From an optimization exercise on the open Yosys and OpenROAD flow, aimed at small area; shortcuts taken in it are not production practice.

lane 3:
==> flow/design.v (excerpt) <==
module jnr10_core (
    input  wire        clk,
    input  wire        rst,           
    output reg         mem_req,
    output reg         mem_we,
    output wire [15:0] mem_addr,
    output wire [7:0]  mem_wdata,
    input  wire        mem_ready,
    input  wire [7:0]  mem_rdata,
    output wire        halted,
    output wire        faulted,
    output wire [1:0]  fault_kind,    
    output wire [15:0] fault_info,
    input  wire [3:0]  dbg_sel,       
    output wire [15:0] dbg_data
);
For scale: roughly 1500 cells after synthesis, about 210 flip-flops, about 77 I/O pins.
clock: 10.0 ns
lec_check: 0
abc_area: 1
cap_margin: 20
core_margin: 2
core_utilization: 40
place_density: 0.6
slew_margin: 20
run.sh (not shown) runs the stock make flow with config.mk's settings and CLKGATE_MAP_FILE= SYNTH_SCRIPT=/design/flow/synth_recipe.tcl, a recipe that flattens the netlist after the stock synthesis.
Input-level comparison between lane 5 and lane 3:
--- a/flow/design.v
+++ b/flow/design.v
@@ -29,15 +29,13 @@
                S_MVT   = 5'd20, S_J1    = 5'd21, S_J2    = 5'd22,
                S_HALT  = 5'd24, S_FA    = 5'd25, S_FI    = 5'd26, S_FS   = 5'd27,
                S_INIT0 = 5'd29, S_INIT1 = 5'd30, S_INIT2 = 5'd31;
     localparam P_SP = 4'd8, P_PC = 4'd9, P_ZERO = 4'd11;
     localparam Y_K = 2'd0, Y_T = 2'd1, Y_NT = 2'd2;
     reg [15:0] r0, r1, r2, r3, r4, r5, r6, r7;
-    reg [15:0] pc;
-    reg [14:1] sp_r;
-    wire [15:0] sp = {1'b0, sp_r, 1'b1};
+    reg [15:0] sp, pc;
     reg [3:0]  flags;            
     reg [4:0]  st;
     reg [15:0] ir;
     reg [15:0] t;
     reg [7:0]  b;
     wire [4:0] op   = ir[15:11];
@@ -406,13 +404,13 @@
         if (rsel[2]) r2 <= wb;
         if (rsel[3]) r3 <= wb;
         if (rsel[4]) r4 <= wb;
         if (rsel[5]) r5 <= wb;
         if (rsel[6]) r6 <= wb;
         if (rsel[7]) r7 <= wb;
-        if (w_sp) sp_r <= wb[14:1];
+        if (w_sp) sp <= wb;
         if (w_pc) pc <= wb;
         if (ir_ld) ir <= {mem_rdata, b};
         if (t_s)
             t <= s;
         else if (t_m)
             t <= {mem_rdata, b};
## What came out
| non-clock buffer count | lower: lane 3 |. Lane 3 → lane 5: largest net degree at the start of global routing went down 7.9%, signed area change from the synthesized netlist to the final layout held, clock transition at the registers of the reported paths held. Time the worst path needs with I/O delays and setup down 54 ps in lane 5 wrt lane 3. Of the two values seen for worst setup path startpoint, st[4] was produced by lane 5 and ir[15] by lane 3. Lane 5 against lane 3: sequential share of layout area now larger; worst slack at placement went down 170 ps; worst setup slack has increased. Lane 5 against lane 3: number of antenna violations at the first check in global routing went down by 1; starting density of the core dropped 0.16 points; utilization after layout held steady; clock-buffer cell count -4.0%.
No functional check of the RTL was part of any run of this note.

--- another note on this design; it stands on its own ---

==> flow/design.v (excerpt) <==
module jnr10_core (
    input  wire        clk,
    input  wire        rst,           
    output reg         mem_req,
    output reg         mem_we,
    output wire [15:0] mem_addr,
    output wire [7:0]  mem_wdata,
    input  wire        mem_ready,
    input  wire [7:0]  mem_rdata,
    output wire        halted,
    output wire        faulted,
    output wire [1:0]  fault_kind,    
    output wire [15:0] fault_info,
    input  wire [3:0]  dbg_sel,       
    output wire [15:0] dbg_data
);
    localparam OP_NOP   = 5'h00, OP_HALT = 5'h01, OP_MOV  = 5'h02, OP_LOAD = 5'h03,
               OP_STORE = 5'h04, OP_ADD  = 5'h05, OP_SUB  = 5'h06, OP_AND  = 5'h07,
               OP_OR    = 5'h08, OP_XOR  = 5'h09, OP_CMP  = 5'h0A, OP_SHL  = 5'h0B,
               OP_SHR   = 5'h0C, OP_JMP  = 5'h0D, OP_JZ   = 5'h0E, OP_JNZ  = 5'h0F,
               OP_JC    = 5'h10, OP_JNC  = 5'h11, OP_JN   = 5'h12, OP_CALL = 5'h13,
  ...
For scale: ~1000 cells after synthesis, roughly 210 flip-flops, roughly 77 I/O pins, roughly 11000 um^2 of cells after synthesis.
export LEC_CHECK = 0
export ABC_AREA = 1
export CAP_MARGIN = 20
export CORE_MARGIN = 2
export CORE_UTILIZATION = 40
export PLACE_DENSITY = 0.6
export SLEW_MARGIN = 20
create_clock -name core_clock -period 10.0 [get_ports {clk}]
standard.sh (not shown) runs the stock make flow with config.mk's settings and CLKGATE_MAP_FILE= SYNTH_SCRIPT=/design/flow/synth_recipe.tcl, a recipe that flattens the netlist after the stock synthesis.
==> flow/flow/run.sh <==
#!/bin/bash
# Standard ORFS layout, except that ABC maps with an area-oriented script
# (flow/area.abc) instead of abc_area.script. Each tool's output goes to
# standard.log.
set -e
here=$PWD
{
  head -n 1 synth_recipe.tcl
  cat <<'EOT'
proc abc {args} {
  set i [lsearch -exact $args -script]
  if {$i >= 0} { lset args [expr {$i + 1}] $::env(MY_ABC_SCRIPT) }
  yosys abc {*}$args
}
EOT
  tail -n +2 synth_recipe.tcl
} > my_synth.tcl
export MY_ABC_SCRIPT=$here/flow/area.abc
bash standard.sh SYNTH_SCRIPT=$here/my_synth.tcl finish > standard.log 2>&1
==> flow/flow/area.abc <==
&get -n
&st
&dch
&nf -R 1000
&put
==> next run, changes <==
--- a/flow/flow/run.sh
+++ b/flow/flow/run.sh
@@ -18,2 +18,3 @@
 export MY_ABC_SCRIPT=$here/flow/area.abc
-bash standard.sh SYNTH_SCRIPT=$here/my_synth.tcl finish > standard.log 2>&1
+export BUFFER_PORTS_ARGS="-buffer_cell sky130_fd_sc_hd__buf_1"
+bash standard.sh SYNTH_SCRIPT=$here/my_synth.tcl MATCH_CELL_FOOTPRINT=0 finish > standard.log 2>&1
- The new run went through all stages and came out clean
- routed wire length barely changes
- global-route usage goes up by 0.23 points
- cell area goes down by 4.5%
- clock-buffer cell count goes up by 3
- non-clock buffer count goes down by 14
- sequential share of layout area goes up by 2.1 points
- utilization goes down by 2.3 points
No run of this note included a check of the RTL's function; only the layout flow was run.

## afterwards: timing with drivers on the ports
Ports are ideal in the flow. The routed layouts listed here were re-timed in OpenROAD. Step 1 (the two cells are an assumption about what drives the block):
set clk [get_ports {clk}]
set_driving_cell -lib_cell sky130_fd_sc_hd__clkbuf_16 $clk
set_driving_cell -lib_cell sky130_fd_sc_hd__buf_2 [delete_from_list [all_inputs] $clk]
Step 2, shift: input delay + t, output delay - t, t = (earliest + latest rising clock arrival at the registers) / 2. This alone moves slack from input paths to output paths. a / b / c = ideal ports / drivers / drivers and shift; a / b = the first two.
run	t (ns)	slack for setup (ns)	worst register clock-pin slew, ns
lane 3	0.582	0.815 / 0.766 / 1.275	0.07 / 0.07
lane 5	0.573	0.869 / 0.822 / 1.076	0.07 / 0.07
the first run of note 2	0.581	0.488 / 0.455 / 0.460	0.06 / 0.06
the second run of note 2	0.579	0.694 / 0.640 / 0.983	0.07 / 0.07
After both steps setup and hold are still met in every run listed. For the first run of note 2, which loses most, drivers alone change the setup slack by -0.033 ns; drivers and shift together by -0.028 ns.
